Context: an optimization exercise on an open-source flow, tuned for small area and a short achievable clock period. The choices shown serve that exercise and are no tape-out recipe. The RTL was checked by simulation tests, not by an equivalence proof against the original design.

==> run a: inputs <==
Design sbfp_pipe, start of the top module:
module sbfp_pipe (
    input  wire        clk,
    input  wire        rst,         
    input  wire        in_valid,
    input  wire [1:0]  op,
    input  wire [63:0] x,
    input  wire [15:0] y,
    output reg         out_valid,
    output wire [63:0] r
);
    wire        t  = x[63];
    wire [10:0] xe = x[62:52];
    wire [51:0] g  = x[51:0];
    wire        g_nz   = |g;
    wire        x_max  = &xe;
    wire        x_zero = ~|xe & ~g_nz;
    wire [9:0]  nan_pl = g_nz ? ((|g[50:41]) ? g[50:41] : 10'd1) : 10'd0;
    wire [6:0]  xe_lo  = xe[6:0] + 7'd16;              
    wire        xe_big = (xe > 11'd1039);
    wire        xe_sml = (xe < 11'd996);
    wire [6:0]  e21_enc = x_max ? 7'd1 : xe_big ? 7'd31 : xe_sml ? 7'h74 : xe_lo;
    wire [10:0] v_enc   = x_max ? {1'b1, nan_pl} : x_zero ? 11'd0 : {1'b1, g[51:42]};
    reg         v1;
    reg  [1:0]  op1;
    reg  [15:0] A1, B1;
    always @(posedge clk) begin
        v1  <= in_valid & ~rst;
        op1 <= op;
        A1  <= (op == 2'b00) ? {t & ~x_zero, x_max, 3'b000, v_enc} : x[15:0];
        B1  <= (op == 2'b00) ? {9'd0, e21_enc} : y;
    end
    wire [15:0] a = A1;
    wire [15:0] b = B1;
    wire       sa = a[15], sb = b[15];
    wire [4:0] ea = a[14:10], eb = b[14:10];
    wire [9:0] fa = a[9:0],   fb = b[9:0];
    wire       na = |ea, nb = |eb;
    wire [4:0] Ea = {ea[4:1], ea[0] | ~na};         
    wire [4:0] Eb = {eb[4:1], eb[0] | ~nb};
    wire [10:0] siga = {na, fa};
    wire [10:0] sigb = {nb, fb};
    wire       amax = &ea, bmax = &eb;
    wire       fa_nz = |fa, fb_nz = |fb;
    wire       a_nan = amax & fa_nz, b_nan = bmax & fb_nz;
    wire       a_inf = amax & ~fa_nz, b_inf = bmax & ~fb_nz;
    wire       a_zero = ~na & ~fa_nz, b_zero = ~nb & ~fb_nz;
    wire [21:0] ra, rb;
  ...
clock: 14.0 ns
lec_check: 0
cap_margin: 20
core_margin: 2
core_utilization: 40
slew_margin: 20
standard.sh (not shown) runs the stock make flow with config.mk's settings and CLKGATE_MAP_FILE= SYNTH_SCRIPT=/design/flow/synth_recipe.tcl, a recipe that flattens the netlist after the stock synthesis.
==> flow/flow/run.sh <==
#!/bin/bash
# The standard layout (standard.sh: ORFS from synthesis to finish, with
# the standard flow's synthesis script, config and constraints), with these changes:
#  - SETUP_SLACK_MARGIN=10: the resizer aims 10 ns above the clock's setup
#    requirement (the flow settings allow at most 5), so that it keeps
#    sizing paths that the 14 ns clock already meets;
#  - DONT_USE_CELLS: the platform's list plus the half-adder cells, so that
#    synthesis extracts only full adders (the multiplier's tree) and leaves
#    half adders to ABC;
#  - ABC_AREA=1: ABC's area script;
#  - BUFFER_PORTS_ARGS: every input and output port still gets its buffer,
#    but a sky130_fd_sc_hd__buf_1 (the resizer upsizes it where timing
#    needs) instead of the default clkdlybuf4s50_1.
# Registers are untouched: same synthesis script, same flip-flops and names.
# make's output goes to make.log; each ORFS step keeps its own log under
# orfs/logs/.
set -euo pipefail
DU=$(make -s -C "$FLOW_HOME" DESIGN_CONFIG="$PWD/config.mk" print-DONT_USE_CELLS 2> dontuse.log | tail -1 | sed 's/^DONT_USE_CELLS: //')
echo "$DU" >> dontuse.log
bash standard.sh SETUP_SLACK_MARGIN=10 ABC_AREA=1 \
    "BUFFER_PORTS_ARGS=-buffer_cell sky130_fd_sc_hd__buf_1" \
    "DONT_USE_CELLS=$DU sky130_fd_sc_hd__ha_1 sky130_fd_sc_hd__ha_2 sky130_fd_sc_hd__ha_4" \
    finish > make.log 2>&1
==> run b (differences from run a) <==
--- a/flow/design.v
+++ b/flow/design.v
@@ -247,37 +247,28 @@
     end
     wire        rmode = E3[6] | (E3 == 7'd0);           
     reg  [21:0] lim;
     integer j;
     always @* for (j = 0; j <= 21; j = j + 1)
         lim[j] = ~dec3 & (E3 == 7'd22 - j);
-    wire [23:0] Vm = {V3 | lim, 2'b11};
-    reg  [5:0]  gany;
-    reg  [11:0] gpos;
-    integer q;
-    always @* for (q = 0; q < 6; q = q + 1) begin
-        gany[q] = |Vm[4*q +: 4];
-        gpos[2*q +: 2] = Vm[4*q+3] ? 2'd0 : Vm[4*q+2] ? 2'd1 : Vm[4*q+1] ? 2'd2 : 2'd3;
-    end
+    wire [21:0] Vm = V3 | lim;
     reg  [4:0]  lz;
+    integer k;
     always @* begin
-        if      (gany[5]) lz = {3'd0, gpos[11:10]};
-        else if (gany[4]) lz = {3'd1, gpos[9:8]};
-        else if (gany[3]) lz = {3'd2, gpos[7:6]};
-        else if (gany[2]) lz = {3'd3, gpos[5:4]};
-        else if (gany[1]) lz = {3'd4, gpos[3:2]};
-        else              lz = {3'd5, gpos[1:0]};
+        lz = 5'd22;
+        for (k = 0; k <= 21; k = k + 1)
+            if (Vm[k]) lz = 5'd21 - k;
     end
     wire [5:0]  sh = rmode ? (6'd32 - E3[5:0]) : {1'b0, ~lz};
     wire [54:0] U  = {13'd0, V3, 20'd0} >> sh;
     wire [10:0] W  = U[10:0];
     wire [6:0]  ex = E3 - {2'b00, lz};
     wire        ovf = W[10] & ~ex[6] & (ex[5] | (&ex[4:0]));    
     wire [4:0]  ef = (spec3 | ovf) ? 5'd31 : (W[10] ? ex[4:0] : 5'd0);
     wire [9:0]  ff = (ovf & ~spec3) ? 10'd0 : W[9:0];
-    wire [10:0] dex = spec3 ? 11'h7FF : W[10] ? {ex[6] ? 7'h3E : ex[4] ? 7'h40 : 7'h3F, ex[3:0]} : 11'd0;
+    wire [10:0] dex = spec3 ? 11'h7FF : (W[10] ? 11'd1008 + {{4{ex[6]}}, ex} : 11'd0);
     reg  [22:0] rhi;    
     reg  [15:0] rlo;    
     always @(posedge clk) begin
         out_valid <= v3 & ~rst;
         rhi <= dec3 ? {sgn3, dex, W[9:0], spec3 & V3[10]} : 23'd0;
         rlo <= dec3 ? 16'd0 : {sgn3, ef, ff};
==> flow/flow/run.sh (replaced) <==
#!/bin/bash
# The standard layout (standard.sh: ORFS from synthesis to finish, with
# the standard flow's synthesis script, config and constraints), with four changes:
#  - SETUP_SLACK_MARGIN=10: the resizer aims 10 ns above the clock's setup
#    requirement (the flow settings allow at most 5), so that it keeps
#    sizing paths that the 14 ns clock already meets;
#  - ADDER_MAP_FILE= (empty): synthesis skips extracting full and half
#    adder cells, so ABC maps the adder and multiplier trees itself;
#  - ABC_AREA=1: ABC's area script;
#  - BUFFER_PORTS_ARGS: every input and output port still gets its buffer,
#    but a sky130_fd_sc_hd__buf_1 (the resizer upsizes it where timing
#    needs) instead of the default clkdlybuf4s50_1.
# Registers are untouched: same synthesis script, same flip-flops and names.
# make's output goes to make.log; each ORFS step keeps its own log under
# orfs/logs/.
set -euo pipefail
bash standard.sh SETUP_SLACK_MARGIN=10 ADDER_MAP_FILE= ABC_AREA=1 \
    "BUFFER_PORTS_ARGS=-buffer_cell sky130_fd_sc_hd__buf_1" finish > make.log 2>&1
==> run c (differences from run a) <==
--- a/flow/design.v
+++ b/flow/design.v
@@ -134,20 +134,21 @@
     wire [9:0]  nan_pl = g_nz ? ((|g[50:41]) ? g[50:41] : 10'd1) : 10'd0;
     wire [6:0]  xe_lo  = xe[6:0] + 7'd16;              
     wire        xe_big = (xe > 11'd1039);
     wire        xe_sml = (xe < 11'd996);
     wire [6:0]  e21_enc = x_max ? 7'd1 : xe_big ? 7'd31 : xe_sml ? 7'h74 : xe_lo;
     wire [10:0] v_enc   = x_max ? {1'b1, nan_pl} : x_zero ? 11'd0 : {1'b1, g[51:42]};
+    wire        swap = op[1] & (y[14:0] > x[14:0]);
     reg         v1;
     reg  [1:0]  op1;
     reg  [15:0] A1, B1;
     always @(posedge clk) begin
         v1  <= in_valid & ~rst;
         op1 <= op;
-        A1  <= (op == 2'b00) ? {t & ~x_zero, x_max, 3'b000, v_enc} : x[15:0];
-        B1  <= (op == 2'b00) ? {9'd0, e21_enc} : y;
+        A1  <= (op == 2'b00) ? {t & ~x_zero, x_max, 3'b000, v_enc} : swap ? y : x[15:0];
+        B1  <= (op == 2'b00) ? {9'd0, e21_enc} : swap ? x[15:0] : y;
     end
     wire [15:0] a = A1;
     wire [15:0] b = B1;
     wire       sa = a[15], sb = b[15];
     wire [4:0] ea = a[14:10], eb = b[14:10];
     wire [9:0] fa = a[9:0],   fb = b[9:0];
@@ -164,123 +165,101 @@
     wire [21:0] ra, rb;
     sbfp_mul11 u_mul (.a(siga), .b(sigb), .ra(ra), .rb(rb));
     wire [6:0]  e21_mul = {2'b00, Ea} + {2'b00, Eb} - 7'd14;
     wire        m_nan = a_nan | b_nan | (a_inf & b_zero) | (b_inf & a_zero);
     wire        m_inf = a_inf | b_inf;
     wire        m_sign = (sa ^ sb) & ~a_zero & ~b_zero;
-    wire        swap = b[14:0] > a[14:0];
-    wire [4:0]  EL   = swap ? Eb : Ea;
-    wire [4:0]  ES   = swap ? Ea : Eb;
-    wire [10:0] sigl = swap ? sigb : siga;
-    wire [10:0] sigs = swap ? siga : sigb;
+    wire [4:0]  EL   = Ea;
+    wire [4:0]  ES   = Eb;
+    wire [10:0] sigl = siga;
+    wire [10:0] sigs = sigb;
     wire [4:0]  d    = EL - ES;
     wire [11:0] bsh  = {sigs, 1'b0} >> d;
     reg  [10:0] smask;
     integer i;
     always @* for (i = 0; i <= 10; i = i + 1) smask[i] = (d >= i + 2);
     wire        sticky = |(sigs & smask);
     wire        eff_sub = sa ^ sb;
     wire [13:0] opl = {1'b0, sigl, 2'b00};
     wire [13:0] ops = {1'b0, bsh, sticky};
+    wire        is_add = op1[0];
+    wire [21:0] ca = is_add ? {opl, eff_sub, 7'd0} : ra;
+    wire [21:0] cb = is_add ? {ops ^ {14{eff_sub}}, eff_sub, 7'd0} : rb;
+    wire [21:0] csum = ca + cb;
     wire        a_cancel = (a[14:0] == b[14:0]) & (eff_sub | a_zero);
-    wire        s_sign = (swap ? sb : sa) & ~a_cancel;
+    wire        s_sign = sa & ~a_cancel;
     wire        s_nan = a_nan | b_nan | (a_inf & b_inf & eff_sub);
     wire        s_inf = a_inf | b_inf;
     wire        s_isign = a_inf ? sa : sb;
-    reg  [21:0] CA, CB;
+    reg  [21:0] V;
     reg  [6:0]  E21;
     reg         sgn, spec;
     always @* begin
-        CB = 22'd0;
         case (op1)
             2'b00: begin    
                 spec = a[14];
                 sgn  = a[15];
-                CA   = {a[10:0], 11'd0};
+                V    = {a[10:0], 11'd0};
                 E21  = b[6:0];
             end
             2'b01: begin    
                 spec = amax;
                 sgn  = sa;
-                CA   = amax ? {1'b1, fa_nz, fa, 10'd0} : {na, fa, 11'd0};
+                V    = amax ? {1'b1, fa_nz, fa, 10'd0} : {na, fa, 11'd0};
                 E21  = {2'b00, Ea};
             end
             2'b10: begin    
                 spec = m_nan | m_inf;
                 sgn  = m_nan ? 1'b0 : m_sign | (m_inf & (sa ^ sb));
-                CA   = (m_nan | m_inf) ? {1'b1, 9'd0, m_nan, 11'd0} : ra;
-                CB   = (m_nan | m_inf) ? 22'd0 : rb;
+                V    = (m_nan | m_inf) ? {1'b1, 9'd0, m_nan, 11'd0} : csum;
                 E21  = (m_nan | m_inf) ? 7'd1 : e21_mul;
             end
             default: begin  
                 spec = s_nan | s_inf;
                 sgn  = s_nan ? 1'b0 : (s_inf ? s_isign : s_sign);
-                CA   = (s_nan | s_inf) ? {1'b1, 9'd0, s_nan, 11'd0} : {opl, eff_sub, 7'd0};
-                CB   = (s_nan | s_inf) ? 22'd0 : {ops ^ {14{eff_sub}}, eff_sub, 7'd0};
+                V    = (s_nan | s_inf) ? {1'b1, 9'd0, s_nan, 11'd0} : {csum[21:8], 8'd0};
                 E21  = (s_nan | s_inf) ? 7'd1 : {2'b00, EL} + 7'd1;
             end
         endcase
     end
     reg         v2;
-    reg  [21:0] CA2, CB2;
+    reg  [21:0] V2;
     reg  [6:0]  E2;
     reg         sgn2, spec2, dec2;
     always @(posedge clk) begin
         v2    <= v1 & ~rst;
-        CA2   <= CA;
-        CB2   <= CB;
+        V2    <= V;
         E2    <= E21;
         sgn2  <= sgn;
         spec2 <= spec;
         dec2  <= (op1 == 2'b01);
     end
-    reg         v3;
-    reg  [21:0] V3;
-    reg  [6:0]  E3;
-    reg         sgn3, spec3, dec3;
-    always @(posedge clk) begin
-        v3    <= v2 & ~rst;
-        V3    <= CA2 + CB2;
-        E3    <= E2;
-        sgn3  <= sgn2;
-        spec3 <= spec2;
-        dec3  <= dec2;
-    end
-    wire        rmode = E3[6] | (E3 == 7'd0);           
+    wire        rmode = E2[6] | (E2 == 7'd0);           
     reg  [21:0] lim;
     integer j;
     always @* for (j = 0; j <= 21; j = j + 1)
-        lim[j] = ~dec3 & (E3 == 7'd22 - j);
-    wire [23:0] Vm = {V3 | lim, 2'b11};
-    reg  [5:0]  gany;
-    reg  [11:0] gpos;
-    integer q;
-    always @* for (q = 0; q < 6; q = q + 1) begin
-        gany[q] = |Vm[4*q +: 4];
-        gpos[2*q +: 2] = Vm[4*q+3] ? 2'd0 : Vm[4*q+2] ? 2'd1 : Vm[4*q+1] ? 2'd2 : 2'd3;
-    end
+        lim[j] = ~dec2 & (E2 == 7'd22 - j);
+    wire [21:0] Vm = V2 | lim;
     reg  [4:0]  lz;
+    integer k;
     always @* begin
-        if      (gany[5]) lz = {3'd0, gpos[11:10]};
-        else if (gany[4]) lz = {3'd1, gpos[9:8]};
-        else if (gany[3]) lz = {3'd2, gpos[7:6]};
-        else if (gany[2]) lz = {3'd3, gpos[5:4]};
-        else if (gany[1]) lz = {3'd4, gpos[3:2]};
-        else              lz = {3'd5, gpos[1:0]};
-    end
-    wire [5:0]  sh = rmode ? (6'd32 - E3[5:0]) : {1'b0, ~lz};
-    wire [54:0] U  = {13'd0, V3, 20'd0} >> sh;
+        lz = 5'd22;
+        for (k = 0; k <= 21; k = k + 1)
+            if (Vm[k]) lz = 5'd21 - k;
+    end
+    wire [5:0]  sh = rmode ? (6'd32 - E2[5:0]) : {1'b0, ~lz};
+    wire [54:0] U  = {13'd0, V2, 20'd0} >> sh;
     wire [10:0] W  = U[10:0];
-    wire [6:0]  ex = E3 - {2'b00, lz};
+    wire [6:0]  ex = E2 - {2'b00, lz};
     wire        ovf = W[10] & ~ex[6] & (ex[5] | (&ex[4:0]));    
-    wire [4:0]  ef = (spec3 | ovf) ? 5'd31 : (W[10] ? ex[4:0] : 5'd0);
-    wire [9:0]  ff = (ovf & ~spec3) ? 10'd0 : W[9:0];
-    wire [10:0] dex = spec3 ? 11'h7FF : W[10] ? {ex[6] ? 7'h3E : ex[4] ? 7'h40 : 7'h3F, ex[3:0]} : 11'd0;
+    wire [4:0]  ef = (spec2 | ovf) ? 5'd31 : (W[10] ? ex[4:0] : 5'd0);
+    wire [9:0]  ff = (ovf & ~spec2) ? 10'd0 : W[9:0];
+    wire [10:0] dex = spec2 ? 11'h7FF : (W[10] ? 11'd1008 + {{4{ex[6]}}, ex} : 11'd0);
     reg  [22:0] rhi;    
     reg  [15:0] rlo;    
     always @(posedge clk) begin
-        out_valid <= v3 & ~rst;
-        rhi <= dec3 ? {sgn3, dex, W[9:0], spec3 & V3[10]} : 23'd0;
-        rlo <= dec3 ? 16'd0 : {sgn3, ef, ff};
+        out_valid <= v2 & ~rst;
+        rhi <= dec2 ? {sgn2, dex, W[9:0], spec2 & V2[10]} : 23'd0;
+        rlo <= dec2 ? 16'd0 : {sgn2, ef, ff};
     end
     assign r = {rhi, 25'd0, rlo};
 endmodule
==> flow/flow/run.sh (replaced) <==
#!/bin/bash
# The standard layout (standard.sh: ORFS synthesis to finish, unchanged
# scripts and constraints), with the resizer asked to aim 9 ns above the
# clock's setup requirement (SETUP_SLACK_MARGIN) instead of the 0-5 ns the
# flow settings allow, so that it keeps sizing the paths that the 14 ns
# clock already meets. make's output goes to make.log; each ORFS step keeps
# its own log under orfs/logs/.
set -euo pipefail
bash standard.sh SETUP_SLACK_MARGIN=9 finish > make.log 2>&1
==> comparison <==
Between run a and run b, the lower flip-flop and latch count is in run a (gap 4).
The highest routed wire length belongs to run b, the lowest to run a.
Against run c, the worst setup slack of run a is higher by 1.5 ns.
Die area: run c < run b < run a.
Area after synthesis, highest first: run a, run b, run c.

separate check: timing with driven ports:
The flow's constraints put no driver on any port. The routed layouts listed below were extracted and timed again, unchanged, in two steps. Step 1: set_driving_cell puts a clkbuf_16 on clk and a buf_2 on each other input, an assumption about the parent block. Step 2 also shifts input and output timing later by t, the mid clock arrival at the registers, as if the neighbouring blocks saw the same clock. Slacks: ideal / step 1 / step 2; pairs: ideal / step 1.
| run | t (ns) | setup slack, ns | hold WS [ns] | cell pins on the clock port's net |
|---|---|---|---|---|
| run a | 0.488 | 10.161 / 10.161 / 9.765 | 0.325 / 0.325 / 0.325 | 1 |
| run b | 0.490 | 10.043 / 10.075 / 9.585 | 0.325 / 0.325 / 0.325 | 1 |
| run c | 0.412 | 8.705 / 8.705 / 8.705 | 0.444 / 0.444 / 0.444 | 1 |
After both steps every run listed still meets setup and hold. For run b, which loses most, drivers alone change the setup slack by +0.032 ns; drivers and shift together by -0.458 ns.
